What follows belongs to an exercise in optimizing a design on an open flow for small area, a short achievable clock period and few clock cycles per item; a production flow would make more cautious choices.
In this exercise RTL edits were held to simulation tests only and were not proved equivalent to the original.

## l3cc_pll
module l3cc_pll (
    input  wire        clk,
    input  wire        rst,         
    input  wire        start,       
    input  wire [31:0] target,
    input  wire [31:0] source,
    output wire        ready,
    output wire        done,        
    output wire        err,
    output wire        prescale,
    output wire        nwarn,
    output wire        ksat,
    output wire [3:0]  n,
    output wire [23:0] k,
    output wire [31:0] ndiv
);
For scale: about 1800 cells after synthesis, roughly 150 flip-flops, roughly 130 I/O pins, ~15000 µm² of cells after synthesis.
==> module l3cc_pll, before the edit <==
module l3cc_pll (
    input  wire        clk,
    input  wire        rst,         
    input  wire        start,       
    input  wire [31:0] target,
    input  wire [31:0] source,
    output wire        ready,
    output wire        done,        
    output wire        err,
    output wire        prescale,
    output wire        nwarn,
    output wire        ksat,
    output wire [3:0]  n,
    output wire [23:0] k,
    output wire [31:0] ndiv
);
    function [40:0] bk_carry(input [39:0] a, input [39:0] b, input cin);
        reg [39:0] g, p;
        integer i, l;
        begin
            g = a & b;
            p = a ^ b;
            for (l = 1; l < 40; l = l * 2)
                for (i = 2 * l - 1; i < 40; i = i + 2 * l) begin
                    g[i] = g[i] | (p[i] & g[i - l]);
                    p[i] = p[i] & p[i - l];
                end
            for (l = 32; l >= 1; l = l / 2)
                for (i = 3 * l - 1; i < 40; i = i + 2 * l) begin
                    g[i] = g[i] | (p[i] & g[i - l]);
                    p[i] = p[i] & p[i - l];
                end
            bk_carry = {g | (p & {40{cin}}), cin};
        end
    endfunction
    function [4:0] msb32(input [31:0] x);
        integer i, j, l;
        reg [31:0] orh;      
        reg [31:0] lead;     
        begin
            orh = x;
            for (l = 1; l < 32; l = l * 2)         
                for (i = 0; i < 32; i = i + 1)
                    if ((i / l) % 2 == 0 && (i / l + 1) * l < 32)
                        orh[i] = orh[i] | orh[(i / l + 1) * l];
            lead = x & ~{1'b0, orh[31:1]};
            for (j = 0; j < 5; j = j + 1) begin
                msb32[j] = 1'b0;
                for (i = 0; i < 32; i = i + 1)
                    if ((i >> j) & 1) msb32[j] = msb32[j] | lead[i];
            end
        end
    endfunction
    reg        busy;        
    reg        al;          
    reg        fin;         
    reg [4:0]  cnt;         
    reg [34:0] rem;         
    reg [33:0] dn;          
    reg [56:0] q;           
    reg        pre_r;
    reg        err_r;
    reg [6:0]  e1_r;        
    reg [4:0]  run;         
    wire       div = busy & ~al;
    wire       last = div & (cnt == 5'd0);
    assign ready = ~busy | last;
    wire       acc  = start & ready;
    assign done  = fin;
    wire [6:0]  e1_a  = {2'b00, msb32(target)} - {2'b00, msb32(source)} + 7'd1;
    wire        pre_l = ~ge3;
    wire [31:0] t_r   = rem[32:1];
    wire [31:0] s_r   = ~dn[33:2];
    wire        err_l = (t_r == 32'd0) || (s_r[31:1] == 31'd0 &&
                        (s_r[0] == 1'b0 || t_r[31:3] == 29'd0 && t_r[2:0] < 3'd6));
    wire [4:0]  h_np  = e1_r[6] ? 5'd0 : e1_r[5:1];       
    wire        right = ~e1_r[0] | e1_r[6];              
    wire [32:0] d_np  = {1'b0, s_r} << {h_np, 1'b0};
    wire [32:0] d_clr = d_np & ~(33'd1 << {h_np, 1'b0});
    wire [32:0] d_pre = right ? {1'b0, d_clr[32:1]} : {d_clr[31:0], 1'b0};
    wire [32:0] s_al  = pre_l ? d_pre : d_np;
    wire [4:0]  c_np  = h_np + 5'd12;                   
    wire [4:0]  c_p   = h_np + {4'd0, ~right} + 5'd12;
    wire [4:0]  c_al  = pre_l ? c_p : c_np;
    wire [39:0] r_x   = {5'd0, rem};
    wire [39:0] n1_x  = {6'h3F, dn};             
    wire [39:0] n2_x  = {5'h1F, dn, 1'b1};       
    wire [40:0] c1    = bk_carry(r_x, n1_x, 1'b1);
    wire [40:0] c2    = bk_carry(r_x, n2_x, 1'b1);
    wire [39:0] cs3_s = r_x ^ n1_x ^ n2_x;
    wire [39:0] cs3_k = (r_x & n1_x) | (r_x & n2_x) | (n1_x & n2_x);
    wire [39:0] cs3_b = {cs3_k[38:0], 1'b1};    
    wire [40:0] c3    = bk_carry(cs3_s, cs3_b, 1'b1);
    wire        ge1   = c1[37];
    wire        ge2   = c2[37];
    wire        ge3   = ~(cs3_s[36] ^ cs3_b[36] ^ c3[36]);   
    wire [32:0] dif1  = rem[32:0] ^ n1_x[32:0] ^ c1[32:0];
    wire [32:0] dif2  = rem[32:0] ^ n2_x[32:0] ^ c2[32:0];
    wire [32:0] dif3  = cs3_s[32:0] ^ cs3_b[32:0] ^ c3[32:0];
    wire [1:0]  qd    = ge3 ? 2'd3 : ge2 ? 2'd2 : ge1 ? 2'd1 : 2'd0;
    wire [32:0] keep  = ge3 ? dif3 : ge2 ? dif2 : ge1 ? dif1 : rem[32:0];
    always @(posedge clk) begin
        if (rst) begin
            busy <= 1'b0;
            al   <= 1'b0;
            fin  <= 1'b0;
        end else begin
            fin <= last;
            al  <= acc;
            if (acc)
                busy <= 1'b1;
            else if (last)
                busy <= 1'b0;
        end
    end
    always @(posedge clk) begin
        if (acc) begin
            rem   <= {2'b00, target, 1'b0};
            dn    <= ~{source, 2'b00};
            e1_r  <= e1_a;
        end else if (al) begin
            dn    <= ~{1'b0, s_al};
            pre_r <= pre_l;
            err_r <= err_l;
            cnt   <= c_al;
        end else if (div) begin
            rem   <= {keep, 2'b00};
            cnt   <= cnt - 5'd1;
        end
        q <= div ? {q[54:0], qd} : 57'd0;
        run <= !div ? 5'd0 : (qd == 2'd3) ? ((run[4:1] == 4'hF) ? 5'd31 : run + 5'd2) :
               {4'd0, qd[0]};
    end
    reg  [24:0] ones;
    integer     oi;
    always @* begin
        for (oi = 0; oi < 25; oi = oi + 1) ones[oi] = (run > oi);
    end
    wire        sat   = ones[24];
    assign err      = err_r;
    assign prescale = pre_r;
    assign ndiv     = q[56:25];
    assign n        = q[28:25];
    assign nwarn    = (ndiv[31:4] != 28'd0) || (ndiv[3:0] < 4'd6) || (ndiv[3:0] > 4'd12);
    assign ksat     = sat;
    assign k        = (q[24:1] ^ ones[23:0]) | {24{sat}};
endmodule
==> flow/config.mk <==
export PLATFORM = sky130hd
export DESIGN_NAME = l3cc_pll
export DESIGN_NICKNAME = l3cc_pll
export VERILOG_FILES = /design/flow/design.v
export SDC_FILE = /design/flow/constraint.sdc
export NUM_CORES = 4
export LEC_CHECK = 0
export CAP_MARGIN = 20
export CORE_MARGIN = 2
export CORE_UTILIZATION = 60
export SETUP_SLACK_MARGIN = 1
export SLEW_MARGIN = 20
==> flow/constraint.sdc <==
create_clock -name core_clock -period 5.0 [get_ports {clk}]
set_input_delay 1.0000 -clock core_clock [delete_from_list [all_inputs] [get_ports {clk}]]
set_output_delay 1.0000 -clock core_clock [all_outputs]
set_load 0.01 [all_outputs]
standard.sh (not shown) runs the stock make flow with config.mk's settings and CLKGATE_MAP_FILE= SYNTH_SCRIPT=/design/flow/synth_recipe.tcl, a recipe that flattens the netlist after the stock synthesis.
==> flow/flow/run.sh <==
#!/bin/bash
# The standard layout, with the port buffers made from the platform's
# smallest buffer (buf_1) instead of the default choice; the resizer still
# sizes them up where timing or slew needs it.
set -euo pipefail
export BUFFER_PORTS_ARGS="-buffer_cell sky130_fd_sc_hd__buf_1"
bash standard.sh > standard.log 2>&1
Testbench counts at the start, summed over its fixed seeds: cycles 25,069, items 1,600.
Change:
--- a/flow/design.v
+++ b/flow/design.v
@@ -53,12 +53,12 @@
     endfunction
     reg        busy;        
     reg        al;          
     reg        fin;         
     reg [4:0]  cnt;         
-    reg [34:0] rem;         
-    reg [33:0] dn;          
+    reg [36:0] rem;         
+    reg [34:0] dn;          
     reg [56:0] q;           
     reg        pre_r;
     reg        err_r;
     reg [6:0]  e1_r;        
     reg [4:0]  run;         
@@ -80,27 +80,30 @@
     wire [32:0] d_pre = right ? {1'b0, d_clr[32:1]} : {d_clr[31:0], 1'b0};
     wire [32:0] s_al  = pre_l ? d_pre : d_np;
     wire [4:0]  c_np  = h_np + 5'd12;                   
     wire [4:0]  c_p   = h_np + {4'd0, ~right} + 5'd12;
     wire [4:0]  c_al  = pre_l ? c_p : c_np;
-    wire [39:0] r_x   = {5'd0, rem};
-    wire [39:0] n1_x  = {6'h3F, dn};             
-    wire [39:0] n2_x  = {5'h1F, dn, 1'b1};       
+    wire [39:0] r_x   = {3'd0, rem};
+    wire [39:0] n1_x  = {5'h1F, dn};             
+    wire [39:0] n2_x  = {4'hF, dn, 1'b1};        
     wire [40:0] c1    = bk_carry(r_x, n1_x, 1'b1);
     wire [40:0] c2    = bk_carry(r_x, n2_x, 1'b1);
     wire [39:0] cs3_s = r_x ^ n1_x ^ n2_x;
     wire [39:0] cs3_k = (r_x & n1_x) | (r_x & n2_x) | (n1_x & n2_x);
     wire [39:0] cs3_b = {cs3_k[38:0], 1'b1};    
     wire [40:0] c3    = bk_carry(cs3_s, cs3_b, 1'b1);
-    wire        ge1   = c1[37];
-    wire        ge2   = c2[37];
-    wire        ge3   = ~(cs3_s[36] ^ cs3_b[36] ^ c3[36]);   
-    wire [32:0] dif1  = rem[32:0] ^ n1_x[32:0] ^ c1[32:0];
-    wire [32:0] dif2  = rem[32:0] ^ n2_x[32:0] ^ c2[32:0];
-    wire [32:0] dif3  = cs3_s[32:0] ^ cs3_b[32:0] ^ c3[32:0];
-    wire [1:0]  qd    = ge3 ? 2'd3 : ge2 ? 2'd2 : ge1 ? 2'd1 : 2'd0;
-    wire [32:0] keep  = ge3 ? dif3 : ge2 ? dif2 : ge1 ? dif1 : rem[32:0];
+    wire        ge1   = c1[40];
+    wire        ge2   = c2[40];
+    wire        ge3   = ~(cs3_s[39] ^ cs3_b[39] ^ c3[39]);   
+    wire [34:0] dif1  = rem[34:0] ^ n1_x[34:0] ^ c1[34:0];
+    wire [34:0] dif2  = rem[34:0] ^ n2_x[34:0] ^ c2[34:0];
+    wire [34:0] dif3  = cs3_s[34:0] ^ cs3_b[34:0] ^ c3[34:0];
+    wire        sel3  = div & ge3;
+    wire        sel2  = div & ge2;
+    wire        sel1  = div & ge1;
+    wire [1:0]  qd    = sel3 ? 2'd3 : sel2 ? 2'd2 : sel1 ? 2'd1 : 2'd0;
+    wire [34:0] keep  = sel3 ? dif3 : sel2 ? dif2 : sel1 ? dif1 : rem[34:0];
     always @(posedge clk) begin
         if (rst) begin
             busy <= 1'b0;
             al   <= 1'b0;
             fin  <= 1'b0;
@@ -112,24 +115,23 @@
             else if (last)
                 busy <= 1'b0;
         end
     end
     always @(posedge clk) begin
+        rem <= acc ? {4'd0, target, 1'b0} : {keep, 2'b00};
         if (acc) begin
-            rem   <= {2'b00, target, 1'b0};
-            dn    <= ~{source, 2'b00};
+            dn    <= ~{1'b0, source, 2'b00};
             e1_r  <= e1_a;
         end else if (al) begin
-            dn    <= ~{1'b0, s_al};
+            dn    <= ~{s_al, 2'b00};
             pre_r <= pre_l;
             err_r <= err_l;
             cnt   <= c_al;
         end else if (div) begin
-            rem   <= {keep, 2'b00};
             cnt   <= cnt - 5'd1;
         end
-        q <= div ? {q[54:0], qd} : 57'd0;
+        q <= div ? {q[54:0], qd} : 57'd0;    
         run <= !div ? 5'd0 : (qd == 2'd3) ? ((run[4:1] == 4'hF) ? 5'd31 : run + 5'd2) :
                {4'd0, qd[0]};
     end
     reg  [24:0] ones;
     integer     oi;
Outcome:
- synthesized area falls by 3.9%
- utilization goes down by 0.23 points
- cell count drops by 1.4%
- via count fell by 2.5%
- worst setup slack improves by 48 ps
- routed wire length goes down by 4.1%
- design area came out lower by 4.1%
- register-to-register slack improved by 50 ps
Testbench counts after the change, summed over its fixed seeds: cycles 25,069, items 1,600.

==> separate check: timing with driven ports <==
Ports are ideal in the flow. The routed layouts listed here were re-timed in OpenROAD. Step 1 (the two cells are an assumption about what drives the block):
set clk [get_ports {clk}]
set_driving_cell -lib_cell sky130_fd_sc_hd__clkbuf_16 $clk
set_driving_cell -lib_cell sky130_fd_sc_hd__buf_2 [delete_from_list [all_inputs] $clk]
Step 2 adds t to the input delays and takes it off the output delays; t is the mean of the earliest and latest rising clock arrival at the registers after step 1. Input paths then give back, and output paths get back, about the clock's delay inside the block. a / b / c = ideal / step 1 / step 2; a / b = the first two.
run | shift t [ns] | slack for setup (ns) | hold slack, ns
the first run | 0.483 | 1.002 / 1.002 / 0.657 | 0.421 / 0.421 / 0.421
the second run | 0.494 | 1.050 / 1.050 / 0.725 | 0.481 / 0.481 / 0.481
After both steps setup and hold are still met in every run listed. The setup slack of the first run, which loses most, moves by 0.000 ns with the drivers and by -0.345 ns with both steps.
